This is an optimization exercise on Yosys and OpenROAD, whose aim is small area, a short achievable clock period and few clock cycles per item, not a production implementation. Where RTL was checked, it was by simulation tests only, not by an equivalence proof against the original. Power is estimated from default activity; no workload was simulated.

==> flow/design.v <==
module dither_brush_builder (
    input  wire        clk,
    input  wire        rst_n,
    input  wire        cmd_valid,
    output wire        cmd_ready,
    input  wire [63:0] cmd_word,
    input  wire [3:0]  rsel,
    output reg  [31:0] rdata,
    output wire        fb_valid,
    input  wire        fb_ready,
    output wire [31:0] fb_offset,
    output wire [2:0]  fb_bit,
    output wire [3:0]  fb_pixel
);
    function [3:0] bayer(input [1:0] row, input [1:0] col);
        bayer = {col[0] ^ row[0], row[0], col[1] ^ row[1], row[1]};
    endfunction
    function ge_thr(input [3:0] l, input [3:0] b);
        reg g;
        integer i;
        begin
            g = &l & &b;
            for (i = 0; i < 4; i = i + 1)
                g = b[i] ? (l[i] & g) : (l[i] | g);
            ge_thr = g;
        end
    endfunction
    function ge11(input [10:0] a, input [10:0] b);
        reg g;
        integer i;
        begin
            g = 1'b1;
            for (i = 0; i < 11; i = i + 1)
                g = (a[i] & ~b[i]) | ((a[i] | ~b[i]) & g);
            ge11 = g;
        end
    endfunction
    function [31:0] rom(input [3:0] l);
        integer k;
        reg [4:0] kk;
        begin
            for (k = 0; k < 32; k = k + 1) begin
                kk = k;
                rom[k] = ge_thr(l, bayer(kk[4:3], kk[1:0]));
            end
        end
    endfunction
    function [9:0] dstep(input [8:0] r, input [8:0] d);
        reg [9:0] t, df;
        reg bw, dj;
        integer j;
        begin
            t  = {r, 1'b0};
            bw = 1'b0;
            for (j = 0; j < 10; j = j + 1) begin
                dj    = (j < 9) ? d[j] : 1'b0;
                df[j] = t[j] ^ dj ^ bw;
                bw    = (~t[j] & dj) | (~(t[j] ^ dj) & bw);
            end
            dstep = {!bw, bw ? t[8:0] : df[8:0]};
        end
    endfunction
    function [9:0] fstep(input [8:0] r, input [8:0] d);
        reg [9:0] t;
        reg [10:0] bw;      
        reg q;
        integer j;
        begin
            t = {r, 1'b0};
            bw[0] = 1'b0;
            for (j = 0; j < 10; j = j + 1)
                bw[j+1] = (~t[j] & (j < 9 ? d[j] : 1'b0)) |
                          ((~t[j] | (j < 9 ? d[j] : 1'b0)) & bw[j]);
            q = !bw[10];
            for (j = 0; j < 9; j = j + 1)
                fstep[j] = t[j] ^ (q & (d[j] ^ bw[j]));
            fstep[9] = q;
        end
    endfunction
    function [10:0] div2(input [8:0] r, input [8:0] d);
        reg [9:0] s1, s2;
        begin
            s1 = dstep(r, d);
            s2 = fstep(s1[8:0], d);
            div2 = {s1[9], s2[9], s2[8:0]};
        end
    endfunction
    reg        ready_q, fbv_q, exec_q;
    reg        bvalid_q, high_q, pvalid_q, rvalid_q;
    reg [1:0]  ecode_q;           
    reg [2:0]  lastop_q;
    reg [3:0]  la_q, lb_q;
    reg [1:0]  mx_q;
    reg [3:0]  vl_q;
    reg [3:0]  bidx_q, pix_q, rlvl_q;
    reg [22:0] off_q;
    reg [2:0]  bit_q;
    reg [1:0]  ty_q;
    reg [8:0]  d_q;
    reg [1:0]  qha_q, qhb_q;
    reg [8:0]  rma_q, rmb_q;
    assign cmd_ready = ready_q;
    assign fb_valid  = fbv_q;
    wire [2:0]  op  = cmd_word[2:0];
    wire [7:0]  cb  = cmd_word[15:8];
    wire [7:0]  cg  = cmd_word[23:16];
    wire [7:0]  cr  = cmd_word[31:24];
    wire [15:0] cx  = cmd_word[47:32];
    wire [15:0] cy  = cmd_word[63:48];
    wire illegal  = op[2] & (op[1] | op[0]);
    wire rsv_nz   = |cmd_word[7:3];
    wire no_brush = (op == 3'd3) & !bvalid_q;
    wire [1:0] ecode = illegal ? 2'd1 : rsv_nz ? 2'd2 : no_brush ? 2'd3 : 2'd0;
    wire ok = !illegal & !rsv_nz & !no_brush;
    wire accept = cmd_valid & ready_q;
    wire is_build = ok & !op[2] & !(op[1] & op[0]);    
    wire is_plot  = ok & !op[2] & (op[1] ^ op[0]);     
    wire is_pix   = ok & !op[2] & (op[1] | op[0]);     
    wire is_romrd = ok & op[2];
    wire gt_rg = !ge11({3'd0, cg}, {3'd0, cr});
    wire gt_rb = !ge11({3'd0, cb}, {3'd0, cr});
    wire gt_gb = !ge11({3'd0, cb}, {3'd0, cg});
    wire sel_r = gt_rg & gt_rb;
    wire sel_b = !sel_r & !(!gt_rg & gt_gb);
    wire [7:0] v = sel_r ? cr : !sel_b ? cg : cb;
    wire [7:0] ca = sel_r ? cg : cr;
    wire [7:0] cc = sel_b ? cg : cb;
    wire       high = cr[7] | cg[7] | cb[7];
    wire [8:0] den = high ? {1'b0, v} + 9'd8 : 9'd128;
    wire [3:0] base = high ? {1'b1, cr[7], cg[7], cb[7]} : {1'b0, cr[6], cg[6], cb[6]};
    wire near = (|cr[7:5]) & (|cg[7:5]) & (|cb[7:5]);
    wire [3:0] nbidx = (!high && base == 4'd0 && near) ? 4'h8 : base;
    function [18:0] off_hi(input [15:0] y, input [8:0] xh);
        reg [18:0] a, b, e, s, cc;
        reg c;
        integer i;
        begin
            a  = {3'b0, y};
            b  = {1'b0, y, 2'b0};
            e  = {10'b0, xh};
            s  = a ^ b ^ e;
            cc = ((a & b) | (a & e) | (b & e)) << 1;
            c  = 1'b0;
            for (i = 0; i < 19; i = i + 1) begin
                off_hi[i] = s[i] ^ cc[i] ^ c;
                c = (s[i] & cc[i]) | (s[i] & c) | (cc[i] & c);
            end
        end
    endfunction
    wire [22:0] noff = {off_hi(cy, cx[15:7]), cx[6:3]};
    wire [8:0]  du  = exec_q ? d_q   : den;
    wire [10:0] ua  = div2(exec_q ? rma_q : {1'b0, ca}, du);
    wire [10:0] ub  = div2(exec_q ? rmb_q : {1'b0, cc}, du);
    wire [3:0] nla = {qha_q, ua[10:9]};
    wire [3:0] nlb = {qhb_q, ub[10:9]};
    wire [3:0] ls_q = high_q ? vl_q : 4'd0;
    wire [3:0] lm_q = high_q ? 4'd15 : vl_q;
    wire [3:0] lr = mx_q[1] ? lm_q : la_q;
    wire [3:0] lg = mx_q[1] ? la_q : mx_q[0] ? lb_q : lm_q;
    wire [3:0] lbl = mx_q[0] ? lm_q : lb_q;
    wire [3:0] bn = bayer(ty_q, bit_q[1:0]);
    wire [3:0] tt = (bn == 4'd15) ? 4'd15 : bn + 4'd1;
    reg [9:0] d3;
    reg       c3;
    integer   k3;
    always @(*) begin
        d3[0] = d_q[0];
        c3 = 1'b0;
        for (k3 = 1; k3 < 10; k3 = k3 + 1) begin
            d3[k3] = (k3 < 9 ? d_q[k3] : 1'b0) ^ d_q[k3-1] ^ c3;
            c3 = ((k3 < 9 ? d_q[k3] : 1'b0) & d_q[k3-1]) | (((k3 < 9 ? d_q[k3] : 1'b0) | d_q[k3-1]) & c3);
        end
    end
    wire [10:0] tm = (tt[1:0] == 2'd1) ? {2'b0, d_q} :
                     (tt[1:0] == 2'd2) ? {1'b0, d_q, 1'b0} : {1'b0, d3};
    function fast_ge(input [1:0] qh, input [8:0] rm);
        reg lo;
        begin
            lo = (tt[1:0] == 2'd0) | ge11({rm, 2'b00}, tm);
            fast_ge = (qh > tt[3:2]) | ((qh == tt[3:2]) & lo);
        end
    endfunction
    wire pa = fast_ge(qha_q, rma_q);
    wire pb = fast_ge(qhb_q, rmb_q);
    wire pm = ge_thr(lm_q, bn);
    wire [3:0] plot_pix = {!ge_thr(~ls_q, bn),
                           mx_q[1] ? pm : pa,
                           mx_q[1] ? pa : mx_q[0] ? pb : pm,
                           mx_q[0] ? pm : pb};
    wire [3:0] samp_pix = {!ge_thr(~ls_q, bn), ge_thr(lr, bn), ge_thr(lg, bn), ge_thr(lbl, bn)};
    wire [3:0] pix_new = !lastop_q[1] ? plot_pix : !lastop_q[0] ? bidx_q : samp_pix;
    wire exec_ok = exec_q & (ecode_q == 2'd0);
    wire lvl_en  = exec_ok & !lastop_q[2] & !(lastop_q[1] & lastop_q[0]);
    wire pix_en  = exec_ok & !lastop_q[2] & (lastop_q[1] | lastop_q[0]);
    assign fb_offset = {9'd0, off_q};
    assign fb_bit    = bit_q;
    assign fb_pixel  = exec_q ? pix_new : pix_q;
    always @(posedge clk or negedge rst_n) begin
        if (!rst_n) begin
            ready_q  <= 1'b0;
            fbv_q    <= 1'b0;
            bvalid_q <= 1'b0;
            high_q   <= 1'b0;
            pvalid_q <= 1'b0;
            rvalid_q <= 1'b0;
            ecode_q  <= 2'd0;
            lastop_q <= 3'd0;
        end else if (ready_q) begin
            if (cmd_valid) begin
                ready_q  <= 1'b0;
                fbv_q    <= is_plot;
                lastop_q <= op;
                ecode_q  <= ecode;
                if (is_build) begin
                    bvalid_q <= 1'b1;
                    high_q   <= high;
                end
                if (is_pix)
                    pvalid_q <= 1'b1;
                if (is_romrd)
                    rvalid_q <= 1'b1;
            end
        end else if (fbv_q) begin
            if (fb_ready) begin
                fbv_q   <= 1'b0;
                ready_q <= 1'b1;
            end
        end else begin
            ready_q <= 1'b1;
        end
    end
    always @(posedge clk) begin
        exec_q <= accept;
        d_q   <= den;
        qha_q <= ua[10:9];
        qhb_q <= ub[10:9];
        rma_q <= ua[8:0];
        rmb_q <= ub[8:0];
        ty_q  <= cy[1:0];
        if (accept && is_build) begin
            vl_q   <= v[6:3];
            mx_q   <= {sel_r, sel_b};
            bidx_q <= nbidx;
        end
        if (accept && is_romrd)
            rlvl_q <= cmd_word[11:8];
        if (ready_q) begin
            off_q <= noff;
            bit_q <= cx[2:0];
        end
        if (lvl_en) begin
            la_q <= nla;
            lb_q <= nlb;
        end
        if (pix_en)
            pix_q <= pix_new;
    end
    wire [31:0] status = {21'd0, rvalid_q, pvalid_q, lastop_q, 1'b0, ecode_q,
                          (ecode_q != 2'd0), high_q, bvalid_q};
    wire [31:0] w0 = status;
    wire [31:0] w1 = rom(lbl);
    wire [31:0] w2 = rom(lg);
    wire [31:0] w3 = rom(lr);
    wire [31:0] w4 = ~rom(~ls_q);
    wire [31:0] w5 = {28'd0, bidx_q};
    wire [31:0] w6 = {28'd0, pix_q};
    wire [31:0] w7 = rom(rlvl_q);
    wire [31:0] lo4 = rsel[1] ? (rsel[0] ? w3 : w2) : (rsel[0] ? w1 : w0);
    wire [31:0] hi4 = rsel[1] ? (rsel[0] ? w7 : w6) : (rsel[0] ? w5 : w4);
    always @(*) rdata = rsel[3] ? 32'd0 : rsel[2] ? hi4 : lo4;
endmodule
Settings: LEC_CHECK=0, CAP_MARGIN=20, CORE_MARGIN=2, CORE_UTILIZATION=55, SLEW_MARGIN=20; clock period 27.0 ns.
standard.sh (not shown) runs the stock make flow with config.mk's settings and CLKGATE_MAP_FILE= SYNTH_SCRIPT=/design/flow/synth_recipe.tcl, a recipe that flattens the netlist after the stock synthesis.
==> flow/flow/run.sh <==
#!/bin/bash
# Standard ORFS layout (the standard.sh, unchanged synthesis), with the
# port buffers inserted as buf_1 cells instead of the default delay buffers
# and timing repair aimed at a setup margin.
set -euo pipefail
bash standard.sh \
    "BUFFER_PORTS_ARGS=-buffer_cell sky130_fd_sc_hd__buf_1" \
    SETUP_SLACK_MARGIN=14 \
    finish > standard_flow.log 2>&1
The baseline produced a clean layout.
Then changed:
--- a/flow/design.v
+++ b/flow/design.v
@@ -94,11 +94,11 @@
     reg [3:0]  vl_q;
     reg [3:0]  bidx_q, pix_q, rlvl_q;
     reg [22:0] off_q;
     reg [2:0]  bit_q;
     reg [1:0]  ty_q;
-    reg [8:0]  d_q;
+    reg [2:0]  v20_q;             
     reg [1:0]  qha_q, qhb_q;
     reg [8:0]  rma_q, rmb_q;
     assign cmd_ready = ready_q;
     assign fb_valid  = fbv_q;
     wire [2:0]  op  = cmd_word[2:0];
@@ -146,10 +146,12 @@
                 c = (s[i] & cc[i]) | (s[i] & c) | (cc[i] & c);
             end
         end
     endfunction
     wire [22:0] noff = {off_hi(cy, cx[15:7]), cx[6:3]};
+    wire [5:0] vh1 = {1'b0, high_q, vl_q} + 6'd1;
+    wire [8:0] d_q = high_q ? {vh1, v20_q} : 9'd128;
     wire [8:0]  du  = exec_q ? d_q   : den;
     wire [10:0] ua  = div2(exec_q ? rma_q : {1'b0, ca}, du);
     wire [10:0] ub  = div2(exec_q ? rmb_q : {1'b0, cc}, du);
     wire [3:0] nla = {qha_q, ua[10:9]};
     wire [3:0] nlb = {qhb_q, ub[10:9]};
@@ -229,11 +231,11 @@
             ready_q <= 1'b1;
         end
     end
     always @(posedge clk) begin
         exec_q <= accept;
-        d_q   <= den;
+        v20_q <= v[2:0];
         qha_q <= ua[10:9];
         qhb_q <= ub[10:9];
         rma_q <= ua[8:0];
         rmb_q <= ub[8:0];
         ty_q  <= cy[1:0];
@@ -255,17 +257,17 @@
         if (pix_en)
             pix_q <= pix_new;
     end
     wire [31:0] status = {21'd0, rvalid_q, pvalid_q, lastop_q, 1'b0, ecode_q,
                           (ecode_q != 2'd0), high_q, bvalid_q};
-    wire [31:0] w0 = status;
-    wire [31:0] w1 = rom(lbl);
-    wire [31:0] w2 = rom(lg);
-    wire [31:0] w3 = rom(lr);
-    wire [31:0] w4 = ~rom(~ls_q);
-    wire [31:0] w5 = {28'd0, bidx_q};
-    wire [31:0] w6 = {28'd0, pix_q};
-    wire [31:0] w7 = rom(rlvl_q);
-    wire [31:0] lo4 = rsel[1] ? (rsel[0] ? w3 : w2) : (rsel[0] ? w1 : w0);
-    wire [31:0] hi4 = rsel[1] ? (rsel[0] ? w7 : w6) : (rsel[0] ? w5 : w4);
-    always @(*) rdata = rsel[3] ? 32'd0 : rsel[2] ? hi4 : lo4;
+    wire [7:0] sel = {8{!rsel[3]}} & (8'd1 << rsel[2:0]);
+    always @(*) begin
+        rdata = ({32{sel[0]}} & status)
+              | ({32{sel[1]}} & rom(lbl))
+              | ({32{sel[2]}} & rom(lg))
+              | ({32{sel[3]}} & rom(lr))
+              | ({32{sel[4]}} & ~rom(~ls_q))
+              | ({32{sel[5]}} & {28'd0, bidx_q})
+              | ({32{sel[6]}} & {28'd0, pix_q})
+              | ({32{sel[7]}} & rom(rlvl_q));
+    end
 endmodule
After rerunning:
- The new run ran to the end with no violations
- final area goes down by 3.1%
- final cell count falls by 4.4%
- die area decreases by 3.2%
- total power drops by 9.9%
- via count falls by 1.8%
- combinational power came out lower by 11%
- core utilization increases by 0.61 points
- first-iteration DRC count grows by 65%
- wire length shrinks by 4.6%
Testbench counts after the change, summed over its fixed seeds: cycles 24,016, items 12,000.
For the first run of this note, only the layout was checked, not whether the RTL still works.

[afterwards: timing with drivers on the ports]
The results above use ideal ports. As a check the final layouts listed here were re-extracted and re-timed, cells and wires unchanged.
Step 1 assumes that a clkbuf_16 drives the clock port and a buf_2 every other input.
Step 2 also shifts input and output timing later by t, the mid clock arrival at the registers, as if the neighbouring blocks saw the same clock.
Slacks: ideal / step 1 / step 2; pairs: ideal / step 1.
run	t (ns)	slack for setup (ns)	clock arrival spread, ns
the first run	0.399	14.152 / 14.129 / 13.803	0.017 / 0.017
the second run	0.399	14.115 / 14.141 / 13.742	0.009 / 0.010
After both steps every run listed still meets setup and hold. For the second run, which loses most, drivers alone change the setup slack by +0.026 ns; drivers and shift together by -0.373 ns.
